This design comes from an exercise in tuning for small area, a short achievable clock period and few clock cycles per item on the open sky130 flow, not from production work. Only simulation tests tie the RTL to the original design; equivalence was not proved. No activity file was given, so power comes from the tool's default toggle rates.

==> inputs of amber <==
// pll_search
module pll_search (
    input  wire        clk,
    input  wire        rst,         
    input  wire        start,       
    input  wire        calc,        
    input  wire        ext,         
    input  wire [31:0] fin,         
    input  wire [31:0] target,      
    output reg         ready,
    output reg         done,        
    output wire        res_valid,   
    output wire [6:0]  res_n,       
    output wire [2:0]  res_m,       
    output wire        res_e,       
    output wire [6:0]  res_div,     
    output wire [31:0] res_freq,    
    output wire [31:0] res_err      
);
clock: 70.0 ns
lec_check: 0
cap_margin: 20
core_margin: 2
core_utilization: 40
slew_margin: 20
run.sh (not shown) runs the stock make flow with config.mk's settings and CLKGATE_MAP_FILE= SYNTH_SCRIPT=/design/flow/synth_recipe.tcl, a recipe that flattens the netlist after the stock synthesis.
==> inputs of yarrow, as changes to amber <==
--- a/flow/design.v
+++ b/flow/design.v
@@ -16,11 +16,11 @@
     output wire        res_e,       
     output wire [6:0]  res_div,     
     output wire [31:0] res_freq,    
     output wire [31:0] res_err      
 );
-    localparam SR = 4;              
+    localparam SR = 3;              
     localparam [2:0] S_IDLE  = 3'd0,
                      S_MP    = 3'd1,
                      S_WAITL = 3'd2,
                      S_SETUP = 3'd3,
                      S_DLOOP = 3'd4,
@@ -68,11 +68,11 @@
     reg         pendA;          
     reg  [6:0]  dA;
     reg  [12:0] KA;
     reg  [1:0]  mode;
     reg  [12:0] srem;
-    reg  [27:0] sq;
+    reg  [29:0] sq;
     reg  [1:0]  cmp;            
     reg  [2:0]  scnt;
     reg         noab_r;         
     reg         post_hi;        
     reg         post_end;       
@@ -205,36 +205,41 @@
     wire        lo_only = !f2r[29] && ((f2r[28:13] != 16'd0) || (f2r[12:0] >= K - 13'd1));
     reg  [32:0] ad_a, ad_b;
     reg         ad_sub;
     wire [32:0] ad_r = ad_sub ? (ad_a - ad_b) : (ad_a + ad_b);
     wire        xmode = (mode == M_LO) || (mode == M_HI);
-    wire [27:0] Wv    = xmode ? b_err[27:0] : ad_r[27:0];
+    wire [29:0] Wv    = {2'b00, xmode ? b_err[27:0] : ad_r[27:0]};
     wire        noab  = !b_valid || (xmode ? (b_err[31:24] != 8'd0) :
                                      (mode == M_A) ? (ad_r[32:28] != 5'd0) : ad_r[32]);
     reg  [12:0] st_rem [0:SR];
-    reg  [27:0] st_q   [0:SR];
+    reg  [29:0] st_q   [0:SR];
     reg  [1:0]  st_c   [0:SR];
     reg  [4:0]  wpos;
+    wire [14:0] K2 = {1'b0, K, 1'b0};
+    wire [14:0] K3 = {2'b0, K} + K2;
     integer k;
     always @(*) begin
         st_rem[0] = srem;
         st_q[0]   = sq;
         st_c[0]   = cmp;
         for (k = 0; k < SR; k = k + 1) begin : stg
-            reg [13:0] tr;
-            reg [13:0] df;
-            reg        qb;
-            reg        wb;
-            tr = {st_rem[k], st_q[k][27]};
-            df = tr - {1'b0, K};
-            qb = !df[13];
-            wpos = 5'd27 - {scnt, 2'b00} - k[4:0];
-            wb = Wv[wpos];
-            st_rem[k+1] = qb ? df[12:0] : tr[12:0];
-            st_q[k+1]   = {st_q[k][26:0], qb};
+            reg [14:0] tr;
+            reg [15:0] d1, d2, d3;
+            reg [1:0]  qd;
+            reg [1:0]  wd;
+            tr = {st_rem[k], st_q[k][29:28]};
+            d1 = {1'b0, tr} - {3'b0, K};
+            d2 = {1'b0, tr} - {1'b0, K2};
+            d3 = {1'b0, tr} - {1'b0, K3};
+            qd = !d3[15] ? 2'd3 : !d2[15] ? 2'd2 : !d1[15] ? 2'd1 : 2'd0;
+            wpos = 5'd29 - {scnt, 2'b00} - {1'b0, scnt, 1'b0} - {k[3:0], 1'b0};
+            wd = {Wv[wpos], Wv[wpos - 5'd1]};
+            st_rem[k+1] = !d3[15] ? d3[12:0] : !d2[15] ? d2[12:0] :
+                          !d1[15] ? d1[12:0] : tr[12:0];
+            st_q[k+1]   = {st_q[k][27:0], qd};
             st_c[k+1]   = (st_c[k] != 2'd0) ? st_c[k] :
-                          (qb && !wb) ? 2'd1 : (!qb && wb) ? 2'd2 : 2'd0;
+                          (qd > wd) ? 2'd1 : (qd < wd) ? 2'd2 : 2'd0;
         end
     end
     wire abort = !noab && ((mode == M_B) ? (st_c[SR] == 2'd2) : (st_c[SR] == 2'd1));
     wire [27:0] qx   = sq[27:0];    
     reg  [1:0]  nmode;
@@ -386,15 +391,15 @@
             post_hi  <= ph;
             post_end <= pe;
             cmp      <= 2'd0;
             if (m == M_LO || m == M_HI) begin
                 srem <= {9'd0, nN[27:24]};
-                sq   <= {nN[23:0], 4'd0};
+                sq   <= {nN[23:0], 6'd0};
                 scnt <= 3'd1;
             end else begin
-                srem <= {6'd0, nN[34:28]};
-                sq   <= nN[27:0];
+                srem <= {8'd0, nN[34:30]};
+                sq   <= nN[29:0];
                 scnt <= 3'd0;
             end
             state    <= S_EVAL;
         end
     endtask
@@ -508,11 +513,11 @@
                     sq   <= st_q[SR];
                     cmp  <= st_c[SR];
                     noab_r <= noab;
                     scnt <= scnt + 3'd1;
                     if (abort) after_eval;
-                    else if (scnt == 3'd6) state <= S_FIN;
+                    else if (scnt == 3'd4) state <= S_FIN;
                 end
                 S_FIN: begin
                     if (f_better) begin
                         b_valid <= 1'b1;
                         b_err   <= f_err;
==> inputs of garnet, as changes to amber <==
--- a/flow/design.v
+++ b/flow/design.v
@@ -16,11 +16,11 @@
     output wire        res_e,       
     output wire [6:0]  res_div,     
     output wire [31:0] res_freq,    
     output wire [31:0] res_err      
 );
-    localparam SR = 4;              
+    localparam SR = 3;              
     localparam [2:0] S_IDLE  = 3'd0,
                      S_MP    = 3'd1,
                      S_WAITL = 3'd2,
                      S_SETUP = 3'd3,
                      S_DLOOP = 3'd4,
@@ -68,11 +68,11 @@
     reg         pendA;          
     reg  [6:0]  dA;
     reg  [12:0] KA;
     reg  [1:0]  mode;
     reg  [12:0] srem;
-    reg  [27:0] sq;
+    reg  [29:0] sq;
     reg  [1:0]  cmp;            
     reg  [2:0]  scnt;
     reg         noab_r;         
     reg         post_hi;        
     reg         post_end;       
@@ -205,36 +205,41 @@
     wire        lo_only = !f2r[29] && ((f2r[28:13] != 16'd0) || (f2r[12:0] >= K - 13'd1));
     reg  [32:0] ad_a, ad_b;
     reg         ad_sub;
     wire [32:0] ad_r = ad_sub ? (ad_a - ad_b) : (ad_a + ad_b);
     wire        xmode = (mode == M_LO) || (mode == M_HI);
-    wire [27:0] Wv    = xmode ? b_err[27:0] : ad_r[27:0];
+    wire [29:0] Wv    = {2'b00, xmode ? b_err[27:0] : ad_r[27:0]};
     wire        noab  = !b_valid || (xmode ? (b_err[31:24] != 8'd0) :
                                      (mode == M_A) ? (ad_r[32:28] != 5'd0) : ad_r[32]);
     reg  [12:0] st_rem [0:SR];
-    reg  [27:0] st_q   [0:SR];
+    reg  [29:0] st_q   [0:SR];
     reg  [1:0]  st_c   [0:SR];
     reg  [4:0]  wpos;
+    wire [14:0] K2 = {1'b0, K, 1'b0};
+    reg  [14:0] K3;             
     integer k;
     always @(*) begin
         st_rem[0] = srem;
         st_q[0]   = sq;
         st_c[0]   = cmp;
         for (k = 0; k < SR; k = k + 1) begin : stg
-            reg [13:0] tr;
-            reg [13:0] df;
-            reg        qb;
-            reg        wb;
-            tr = {st_rem[k], st_q[k][27]};
-            df = tr - {1'b0, K};
-            qb = !df[13];
-            wpos = 5'd27 - {scnt, 2'b00} - k[4:0];
-            wb = Wv[wpos];
-            st_rem[k+1] = qb ? df[12:0] : tr[12:0];
-            st_q[k+1]   = {st_q[k][26:0], qb};
+            reg [14:0] tr;
+            reg [15:0] d1, d2, d3;
+            reg [1:0]  qd;
+            reg [1:0]  wd;
+            tr = {st_rem[k], st_q[k][29:28]};
+            d1 = {1'b0, tr} - {3'b0, K};
+            d2 = {1'b0, tr} - {1'b0, K2};
+            d3 = {1'b0, tr} - {1'b0, K3};
+            qd = !d3[15] ? 2'd3 : !d2[15] ? 2'd2 : !d1[15] ? 2'd1 : 2'd0;
+            wpos = 5'd29 - {scnt, 2'b00} - {1'b0, scnt, 1'b0} - {k[3:0], 1'b0};
+            wd = {Wv[wpos], Wv[wpos - 5'd1]};
+            st_rem[k+1] = !d3[15] ? d3[12:0] : !d2[15] ? d2[12:0] :
+                          !d1[15] ? d1[12:0] : tr[12:0];
+            st_q[k+1]   = {st_q[k][27:0], qd};
             st_c[k+1]   = (st_c[k] != 2'd0) ? st_c[k] :
-                          (qb && !wb) ? 2'd1 : (!qb && wb) ? 2'd2 : 2'd0;
+                          (qd > wd) ? 2'd1 : (qd < wd) ? 2'd2 : 2'd0;
         end
     end
     wire abort = !noab && ((mode == M_B) ? (st_c[SR] == 2'd2) : (st_c[SR] == 2'd1));
     wire [27:0] qx   = sq[27:0];    
     reg  [1:0]  nmode;
@@ -347,10 +352,11 @@
         begin
             if (pendA) begin
                 pendA <= 1'b0;
                 d     <= dA;
                 K     <= KA;
+                K3    <= {2'b0, KA} + {1'b0, KA, 1'b0};
                 begin_eval(M_A, 1'b0, 1'b1);
             end else if (calc_r && e && run0_ok) start_run(1'b0);
             else next_mp;
         end
     endtask
@@ -386,15 +392,15 @@
             post_hi  <= ph;
             post_end <= pe;
             cmp      <= 2'd0;
             if (m == M_LO || m == M_HI) begin
                 srem <= {9'd0, nN[27:24]};
-                sq   <= {nN[23:0], 4'd0};
+                sq   <= {nN[23:0], 6'd0};
                 scnt <= 3'd1;
             end else begin
-                srem <= {6'd0, nN[34:28]};
-                sq   <= nN[27:0];
+                srem <= {8'd0, nN[34:30]};
+                sq   <= nN[29:0];
                 scnt <= 3'd0;
             end
             state    <= S_EVAL;
         end
     endtask
@@ -413,10 +419,11 @@
         else                                   nmode = M_LO;
     end
     always @(posedge clk) begin
         begin
             done <= 1'b0;
+            K3   <= {2'b0, K} + K2;
             if (lrun) begin
                 lrLH  <= okLH ? tLH : {lrLH[27:0], lcLH[lbit]};
                 lqLH  <= {lqLH[5:0], okLH};
                 lrH0  <= okH0 ? tH0[27:0] : {lrH0[26:0], lcH0[lbit]};
                 lqH0  <= {lqH0[5:0], okH0};
@@ -508,11 +515,11 @@
                     sq   <= st_q[SR];
                     cmp  <= st_c[SR];
                     noab_r <= noab;
                     scnt <= scnt + 3'd1;
                     if (abort) after_eval;
-                    else if (scnt == 3'd6) state <= S_FIN;
+                    else if (scnt == 3'd4) state <= S_FIN;
                 end
                 S_FIN: begin
                     if (f_better) begin
                         b_valid <= 1'b1;
                         b_err   <= f_err;
==> notes <==
yarrow produced a clean layout. amber finished clean. garnet completed with no timing, DRC or antenna violations. First-iteration DRC count, lowest first: garnet, amber, yarrow. Clock power: amber is smaller than yarrow (about 1%). Combinational power, lowest first: amber, garnet, yarrow. Wire length: amber is smaller than yarrow (about 8%). Between amber and garnet, the lower synthesized area is in amber (gap 9.2%, measured against garnet). Between amber and yarrow, the lower via count is in amber (gap 8.3%, measured against yarrow).
==> figures <==
| quantity | yarrow | amber | garnet |
|---|---|---|---|
| Run status | complete, no violations | complete, no violations | complete, no violations |
| Syn Area/Cell | 7.875 um2 | 7.968 um2 | 7.885 um2 |
| Power of the clock network | 0.000392 W | 0.000387 W | 0.000404 W |
| Max Fanout on Critical Path | 2 | 3 | 5 |
| Post-DR vias/cell | 6.278 | 6.302 | 6.239 |
| Core outline area | 160800 um2 | 149200 um2 | 164400 um2 |
| Cell total after placement | 10300 | 9396 | 10460 |
| Total number of placement rows | 147 | 142 | 149 |
| Top achievable clock speed | 62.82 MHz | 62.77 MHz | 62.93 MHz |
| Final critical delay including setup and external delays | 15.92 ns | 15.93 ns | 15.89 ns |
| Global-route wire length before repair | 395500 um | 366000 um | 409200 um |
| Longest individual stage delay on the worst path | 0.65 ns | 0.73 ns | 0.61 ns |
| Power Sequential | 0.000443 W | 0.000421 W | 0.000446 W |
| Share of layout cells above drive strength 1 | 6.434% | 6.868% | 6.211% |
Testbench counts of amber, summed over its fixed seeds: cycles 11,892, items 320.
Testbench counts of yarrow, summed over its fixed seeds: cycles 10,734, items 320.
Testbench counts of garnet, summed over its fixed seeds: cycles 10,734, items 320.

[what the ideal ports hide]
In the flow no input, the clock included, has a driving cell. The finished layouts below were timed again as built, in two steps.
Step 1 assumes that a clkbuf_16 drives the clock port and a buf_2 every other input.
Step 2 times the ports against the registers' clock, not the clock port: input delays grow and output delays shrink by t, the midpoint of the rising clock arrivals with the driver on.
Slacks: no drivers / after step 1 / after step 2; pairs: no drivers / after step 1.
run | t (ns) | setup slack, ns | hold WS [ns] | worst slew at a driven data input, ns
amber | 0.783 | 54.069 / 53.981 / 54.457 | 0.487 / 0.487 / 0.487 | 0.13
yarrow | 0.786 | 54.082 / 53.990 / 54.378 | 0.489 / 0.489 / 0.489 | 0.08
garnet | 0.778 | 54.108 / 54.026 / 54.407 | 0.408 / 0.408 / 0.408 | 0.09
After both steps every run listed still meets setup and hold.
